Source: an optimization exercise on an open RTL-to-GDS flow (aim: small area, a short achievable clock period and few clock cycles per item). Production flows keep margins and buffers that such runs may drop. Power and IR drop assume default switching activity.

==> run a <==
// vcpu_decoder
module vcpu_decoder (
    input  wire        clk,
    input  wire        rst,         
    input  wire [63:0] in_data,
    input  wire [7:0]  in_oob,
    input  wire [3:0]  in_avail,
    output wire [3:0]  in_take,
    output reg         out_valid,
    output reg         out_ok,
    output reg  [2:0]  out_reason,
    output reg  [4:0]  out_len,
    output reg  [7:0]  out_op,
    output reg  [1:0]  out_size,
    output reg         out_dcr,
    output reg         out_scr,
    output reg  [3:0]  out_d_reg,
    output reg  [2:0]  out_d_mode,
    output wire [7:0]  out_d_xb,
    output reg  [63:0] out_d_val,
    output reg  [3:0]  out_s_reg,
    output reg  [2:0]  out_s_mode,
    output wire [7:0]  out_s_xb,
    output reg  [63:0] out_s_val
);
    localparam [2:0] R_UNKNOWN_OPCODE = 3'd1, R_UNKNOWN_EXT = 3'd2,
                     R_RESERVED_BITS = 3'd3, R_INVALID_ADDR = 3'd4, R_OOB = 3'd5;
    localparam [1:0] F_NONE = 2'd0, F_Z = 2'd1, F_U = 2'd2, F_B = 2'd3;
    localparam [2:0] RO_R = 3'd0, RO_W = 3'd1, RO_CNT = 3'd2, RO_OFF = 3'd3,
                     RO_OFF8 = 3'd4, RO_AW = 3'd5, RO_EA = 3'd6;
    localparam [2:0] ST_OP = 3'd0, ST_B1 = 3'd1, ST_DD = 3'd2, ST_SD = 3'd3,
                     ST_DPAY = 3'd4, ST_SPAY = 3'd5;
    function [1:0] fmt_of(input [7:0] op);
        case (op)
            8'h00, 8'h01, 8'h02, 8'h03: fmt_of = F_Z;
            8'h04, 8'h08, 8'h30, 8'h31,
            8'h40, 8'h41, 8'h42, 8'h43, 8'h44, 8'h45: fmt_of = F_U;
            8'h10, 8'h11, 8'h12, 8'h13,
            8'h20, 8'h21, 8'h22, 8'h23, 8'h24, 8'h25, 8'h26: fmt_of = F_B;
            default: fmt_of = F_NONE;
        endcase
    endfunction
    function [2:0] role_d_of(input [7:0] op);
        case (op)
            8'h04, 8'h30, 8'h25: role_d_of = RO_R;
            8'h08:               role_d_of = RO_OFF;
            8'h40, 8'h41, 8'h42, 8'h43, 8'h44, 8'h45: role_d_of = RO_OFF8;
            8'h26:               role_d_of = RO_AW;
            default:             role_d_of = RO_W;
        endcase
    endfunction
    function [2:0] role_s_of(input [7:0] op);
        case (op)
  ...
clock: 5.0 ns
lec_check: 0
abc_area: 1
cap_margin: 20
core_margin: 2
core_utilization: 40
slew_margin: 20
standard.sh (not shown) runs the stock make flow with config.mk's settings and CLKGATE_MAP_FILE= SYNTH_SCRIPT=/design/flow/synth_recipe.tcl, a recipe that flattens the netlist after the stock synthesis.
==> flow/flow/run.sh <==
#!/bin/bash
# The standard layout, with the smallest buffer (buf_1) on every input and
# output port in place of ORFS's default port buffer (clkdlybuf4s50_1); the
# resizer still upsizes any port buffer that timing or slew needs.
set -euo pipefail
export BUFFER_PORTS_ARGS="-buffer_cell sky130_fd_sc_hd__buf_1"
bash standard.sh > standard_flow.log 2>&1
==> inputs of run b, as changes to run a <==
--- a/flow/design.v
+++ b/flow/design.v
@@ -110,26 +110,22 @@
     wire [7:0] w [0:7];
     genvar gi;
     generate
         for (gi = 0; gi < 8; gi = gi + 1) begin : g_w
             assign w[gi] = in_data[8*gi +: 8];
         end
     endgenerate
     wire [7:0] o = in_oob;
-    wire [3:0] av = in_avail;
     wire [7:0] a;
-    assign a[0] = av[3] | av[2] | av[1] | av[0];
-    assign a[1] = av[3] | av[2] | av[1];
-    assign a[2] = av[3] | av[2] | (av[1] & av[0]);
-    assign a[3] = av[3] | av[2];
-    assign a[4] = av[3] | (av[2] & (av[1] | av[0]));
-    assign a[5] = av[3] | (av[2] & av[1]);
-    assign a[6] = av[3] | (av[2] & av[1] & av[0]);
-    assign a[7] = av[3];
+    generate
+        for (gi = 0; gi < 8; gi = gi + 1) begin : g_a
+            assign a[gi] = (in_avail > gi);
+        end
+    endgenerate
     assign out_d_xb = out_d_val[7:0];
     assign out_s_xb = out_s_val[7:0];
     wire st_op = (state == ST_OP);
     wire st_dp = (state == ST_DPAY);
     wire st_sp = (state == ST_SPAY);
     wire [1:0] h_fmt   = fmt_of(w[0]);
     wire       h_isZ   = (h_fmt == F_Z);
     wire       h_isU   = (h_fmt == F_U);
@@ -154,22 +150,22 @@
         if (h_isZ)
             h_end[1] = 1'b1;
         else if (h_isU) begin
             h_end[2] = h_ldo[0] || h_ldo[4];
             h_end[3] = h_ldo[1];
             h_end[4] = h_ldo[2];
             h_end[6] = h_ldo[3];
         end else begin
-            h_end[3] = h_ldo[0] && (h_lso[0] || h_lso[4]);
+            h_end[3] = h_ldo[4] || (h_ldo[0] && (h_lso[0] || h_lso[4]));
             h_end[4] = (h_ldo[0] && h_lso[1]) || (h_ldo[1] && (h_lso[0] || h_lso[3] || h_lso[4]));
             h_end[5] = (h_ldo[0] && h_lso[2]) || (h_ldo[1] && h_lso[1]) ||
                        (h_ldo[2] && (h_lso[0] || h_lso[3] || h_lso[4]));
             h_end[6] = (h_ldo[1] && h_lso[2]) || (h_ldo[2] && h_lso[1]);
-            h_end[7] = (h_ldo[0] && h_lso[3]) || (h_ldo[2] && h_lso[2]) || h_ldo[3] || h_ldo[4];
+            h_end[7] = (h_ldo[0] && h_lso[3]) || (h_ldo[2] && h_lso[2]) || h_ldo[3];
         end
     end
     wire [7:0] h_fail;
     assign h_fail[0] = h_bad0;
     assign h_fail[1] = (h_b1r != 3'd0);
     assign h_fail[2] = h_bad2;
     assign h_fail[3] = h_isB ? h_bad3 : (h_drr && w[3][3]);
     assign h_fail[4] = h_isB && (h_drr || (h_srr && h_ldo[0])) && w[4][3];
@@ -179,18 +175,17 @@
     wire [1:0] r_fmt  = fmt_of(out_op);
     wire [3:0] r_ld   = plen_of(out_d_mode, out_size);
     wire [3:0] r_ls   = (r_fmt == F_B) ? plen_of(out_s_mode, out_size) : 4'd0;
     wire [4:0] r_lso  = plen_oh(out_s_mode, out_size);
     wire       r_drr  = (out_d_mode == 3'd5);
     wire       r_srr  = (out_s_mode == 3'd5);
     wire dp_wide = st_dp && (cnt == 4'd8);
     wire sp_wide = st_sp && (cnt == r_ls);
-    wire dp4     = st_dp && (cnt == 4'd4);
-    wire wide    = st_op || dp_wide || sp_wide || dp4;
+    wire wide    = st_op || dp_wide || sp_wide;
     reg       s_bad;
     reg [2:0] s_rsn;
     always @(*) begin
         s_bad = 1'b0;
         s_rsn = R_INVALID_ADDR;
         case (state)
             ST_B1:   begin s_bad = (b1_fail(out_op, w[0]) != 3'd0); s_rsn = b1_fail(out_op, w[0]); end
             ST_DD:   s_bad = !desc_ok(w[0], role_d_of(out_op), out_dcr);
@@ -203,34 +198,32 @@
     reg [7:0] fl, en;
     always @(*) begin
         if (st_op) begin
             fl = h_fail;
             en = h_end;
         end else if (dp_wide) begin
             fl = 8'd0;
             en = 8'b1000_0000;
-        end else if (dp4) begin
-            fl = {3'd0, r_srr && w[4][3], 4'd0};
-            en = {r_lso[3], 1'b0, r_lso[2], r_lso[1], r_lso[0] || r_lso[4] || (r_fmt != F_B), 3'd0};
         end else if (sp_wide) begin
             fl = {7'd0, r_srr && w[0][3]};
             en = {r_lso[4], 3'd0, r_lso[3], 1'b0, r_lso[2], r_lso[1]};
         end else begin
             fl = {7'd0, s_bad};
             en = 8'b0000_0001;
         end
     end
     wire [7:0] stop = fl | o | en;
+    wire [7:0] z    = stop | ~a;
     reg  [7:0] f;            
     integer k;
     always @(*) begin
         f = 8'd0;
         for (k = 7; k >= 0; k = k - 1)
-            if (stop[k]) f = 8'd1 << k;
+            if (z[k]) f = 8'd1 << k;
     end
     wire       go    = |(f & a);                  
     wire       go_w  = go && wide;                
     wire       ser   = !go && a[0];               
     wire       fails = |(f & a & (fl | o));
     reg [3:0] take;
     always @(*) begin
         take = {3'd0, ser};
@@ -249,20 +242,18 @@
         n_state = state;
         n_cnt   = cnt;
         n_rec   = 1'b0;
         if (go) begin
             if (fails)
                 n_rec = 1'b1;
             else case (state)
                 ST_OP:
-                    if (h_isU && h_ldo[4]) begin
+                    if (h_isU && h_ldo[4] || h_isB && h_ldo[4]) begin
                         n_state = ST_DPAY; n_cnt = 4'd8;
-                    end else if (h_isB && h_ldo[4]) begin
-                        n_state = ST_DPAY; n_cnt = 4'd4;
                     end else if (h_isB && !h_lso[0] && !h_sfit) begin
                         n_state = ST_SPAY; n_cnt = h_ls;
                     end else
                         n_rec = 1'b1;
                 ST_B1:
                     if (r_fmt == F_Z) n_rec = 1'b1;
                     else n_state = ST_DD;
                 ST_DD:
@@ -272,21 +263,17 @@
                     end else n_rec = 1'b1;
                 ST_SD:
                     if (r_ld != 4'd0) begin
                         n_state = ST_DPAY; n_cnt = r_ld;
                     end else if (plen_of(w[0][2:0], out_size) != 4'd0) begin
                         n_state = ST_SPAY; n_cnt = plen_of(w[0][2:0], out_size);
                     end else n_rec = 1'b1;
                 ST_DPAY:
-                    if (dp4) begin
-                        if (r_lso[4] && r_fmt == F_B) begin
-                            n_state = ST_SPAY; n_cnt = 4'd8;
-                        end else n_rec = 1'b1;
-                    end else if (cnt != 4'd1 && !dp_wide) n_cnt = cnt - 4'd1;
+                    if (cnt != 4'd1 && !dp_wide) n_cnt = cnt - 4'd1;
                     else if (r_ls != 4'd0) begin
                         n_state = ST_SPAY; n_cnt = r_ls;
                     end else n_rec = 1'b1;
                 default:
                     if (cnt != 4'd1 && !sp_wide) n_cnt = cnt - 4'd1;
                     else n_rec = 1'b1;
             endcase
         end else if (ser) begin
@@ -308,17 +295,17 @@
     wire       h_l1   = h_ldo[1];
     wire       h_l2   = h_ldo[2];
     wire       h_se4  = h_l0 && h_sn1;
     wire       h_se5  = (h_l0 && h_sn2) || (h_l1 && h_sn1);
     wire       h_se6  = (h_l1 && h_sn2) || (h_l2 && h_sn1);
     wire       h_se7  = (h_l0 && h_sn4) || (h_l2 && h_sn2);
     wire dp_w  = dp_wide;
     wire sp_w  = sp_wide;
-    wire dp_s  = st_dp && !dp_wide && !dp4;
+    wire dp_s  = st_dp && !dp_wide;
     wire sp_s  = st_sp && !sp_wide;
     wire r_sn1 = r_lso[1];
     wire r_sn2 = r_lso[2];
     wire r_sn4 = r_lso[3];
     wire r_sn8 = r_lso[4];
     wire du = st_op && h_isU;
     wire db = st_op && !h_isU;
     reg [7:0] d_b [0:7];
@@ -336,41 +323,31 @@
                | ({8{st_op && h_se6}} & w[6]) | ({8{st_op && h_se7}} & w[7]);
         s_b[1] = ({8{st_op && h_l0 && h_sn2}} & w[4]) | ({8{st_op && h_l1 && h_sn2}} & w[5])
                | ({8{st_op && ((h_l2 && h_sn2) || (h_l0 && h_sn4))}} & w[6]);
         s_b[2] = ({8{st_op && h_l0 && h_sn4}} & w[5]);
         s_b[3] = ({8{st_op && h_l0 && h_sn4}} & w[4]);
         s_b[4] = 8'd0; s_b[5] = 8'd0; s_b[6] = 8'd0; s_b[7] = 8'd0;
         for (j = 0; j < 8; j = j + 1)
             d_b[j] = d_b[j] | ({8{dp_w}} & w[7 - j]);
-        for (j = 4; j < 8; j = j + 1)
-            d_b[j] = d_b[j] | ({8{db && h_ldo[4]}} & w[11 - j]);
-        for (j = 0; j < 4; j = j + 1)
-            d_b[j] = d_b[j] | ({8{dp4}} & w[3 - j]);
-        s_b[0] = s_b[0] | ({8{dp4 && r_sn1}} & w[4]) | ({8{dp4 && r_sn2}} & w[5])
-               | ({8{dp4 && r_sn4}} & w[7]);
-        s_b[1] = s_b[1] | ({8{dp4 && r_sn2}} & w[4]) | ({8{dp4 && r_sn4}} & w[6]);
-        s_b[2] = s_b[2] | ({8{dp4 && r_sn4}} & w[5]);
-        s_b[3] = s_b[3] | ({8{dp4 && r_sn4}} & w[4]);
         s_b[0] = s_b[0] | ({8{sp_w && r_sn1}} & w[0]) | ({8{sp_w && r_sn2}} & w[1])
                | ({8{sp_w && r_sn4}} & w[3]) | ({8{sp_w && r_sn8}} & w[7]);
         s_b[1] = s_b[1] | ({8{sp_w && r_sn2}} & w[0]) | ({8{sp_w && r_sn4}} & w[2])
                | ({8{sp_w && r_sn8}} & w[6]);
         s_b[2] = s_b[2] | ({8{sp_w && r_sn4}} & w[1]) | ({8{sp_w && r_sn8}} & w[5]);
         s_b[3] = s_b[3] | ({8{sp_w && r_sn4}} & w[0]) | ({8{sp_w && r_sn8}} & w[4]);
         for (j = 4; j < 8; j = j + 1)
             s_b[j] = s_b[j] | ({8{sp_w && r_sn8}} & w[7 - j]);
     end
     reg [63:0] n_dval, n_sval;
     reg [7:0]  d_en, s_en;
     always @(*) begin
         for (j = 0; j < 8; j = j + 1) begin
-            d_en[j] = st_op || dp_w || (dp4 && (j < 4 || r_ld != 4'd8)) ||
-                      (dp_s && (cnt == j + 1 || cnt == r_ld));
-            s_en[j] = st_op || sp_w || dp4 || (sp_s && (cnt == j + 1 || cnt == r_ls));
+            d_en[j] = st_op || dp_w || (dp_s && (cnt == j + 1 || cnt == r_ld));
+            s_en[j] = st_op || sp_w || (sp_s && (cnt == j + 1 || cnt == r_ls));
             n_dval[8*j +: 8] = d_b[j] | ({8{dp_s && (cnt == j + 1)}} & w[0]);
             n_sval[8*j +: 8] = s_b[j] | ({8{sp_s && (cnt == j + 1)}} & w[0]);
         end
     end
     wire [4:0] len_base = st_op ? 5'd0 : out_len;
     reg  [3:0] n_tk;
     always @(*) begin
         n_tk = 4'd1;
SETUP_SLACK_MARGIN = 1.0   (was not set)
==> comparison <==
- Run a passed the timing, design-rule and antenna checks. Run b passed the timing, design-rule and antenna checks.
- Fmax: run a is smaller than run b (8.1%).
- Between run b and run a, the lower setup slack is in run a (gap 0.39 ns).
- In run a the non-clock buffer count is lower than in run b, by 59.
- Via count: run a is higher than run b (about 2.6%).
- Sequential power is about the same in run b and run a.
==> figures <==
| item | run a | run b |
|---|---|---|
| Outcome | finished clean | finished clean |
| Multi-input gate share of the layout cell area | 45.3% | 44.4% |
| Standard cell with the maximum stage delay on the critical path | sky130_fd_sc_hd__nor2_1 | sky130_fd_sc_hd__nor2_4 |
| Worst setup path startpoint | state[2]$_SDFFE_PP0P_ | in_data[2] |
| Part of the power in registers | 42.3% | 41.8% |
| Taps Inserted | 335 | 330 |
| Placeable core region | 0.0258 mm2 | 0.0251 mm2 |
| GRT met3 Usage | 10.2% | 7.68% |
| Total area of multi-input combinational cells | 0.00573 mm2 | 0.00600 mm2 |
| Total Wirelength | 54,500 um | 50,600 um |
| F_max | 0.208 GHz | 0.226 GHz |
| M1 wire length | 21,500 um | 19,800 um |
Function was not checked in any run of this note: the RTL went through the layout flow alone.

-- separate check: timing with driven ports --
Ports are ideal in the flow. The routed layouts listed here were re-timed in OpenROAD.
Step 1, drivers: a clkbuf_16 drives clk and a buf_2 each remaining input, both assumed.
Step 2 adds t to the input delays and takes it off the output delays; t is the mean of the earliest and latest rising clock arrival at the registers after step 1. Input paths then give back, and output paths get back, about the clock's delay inside the block.
a / b / c = ideal ports / drivers / drivers and shift; a / b = the first two.
run | shift t [ns] | slack for setup (ns) | clock arrival spread, ns
run a | 0.492 | 0.188 / 0.139 / 0.228 | 0.020 / 0.019
run b | 0.493 | 0.577 / 0.544 / 0.279 | 0.016 / 0.016
After both steps setup and hold are still met in every run listed. For run b, which loses most, drivers alone change the setup slack by -0.033 ns; drivers and shift together by -0.298 ns.
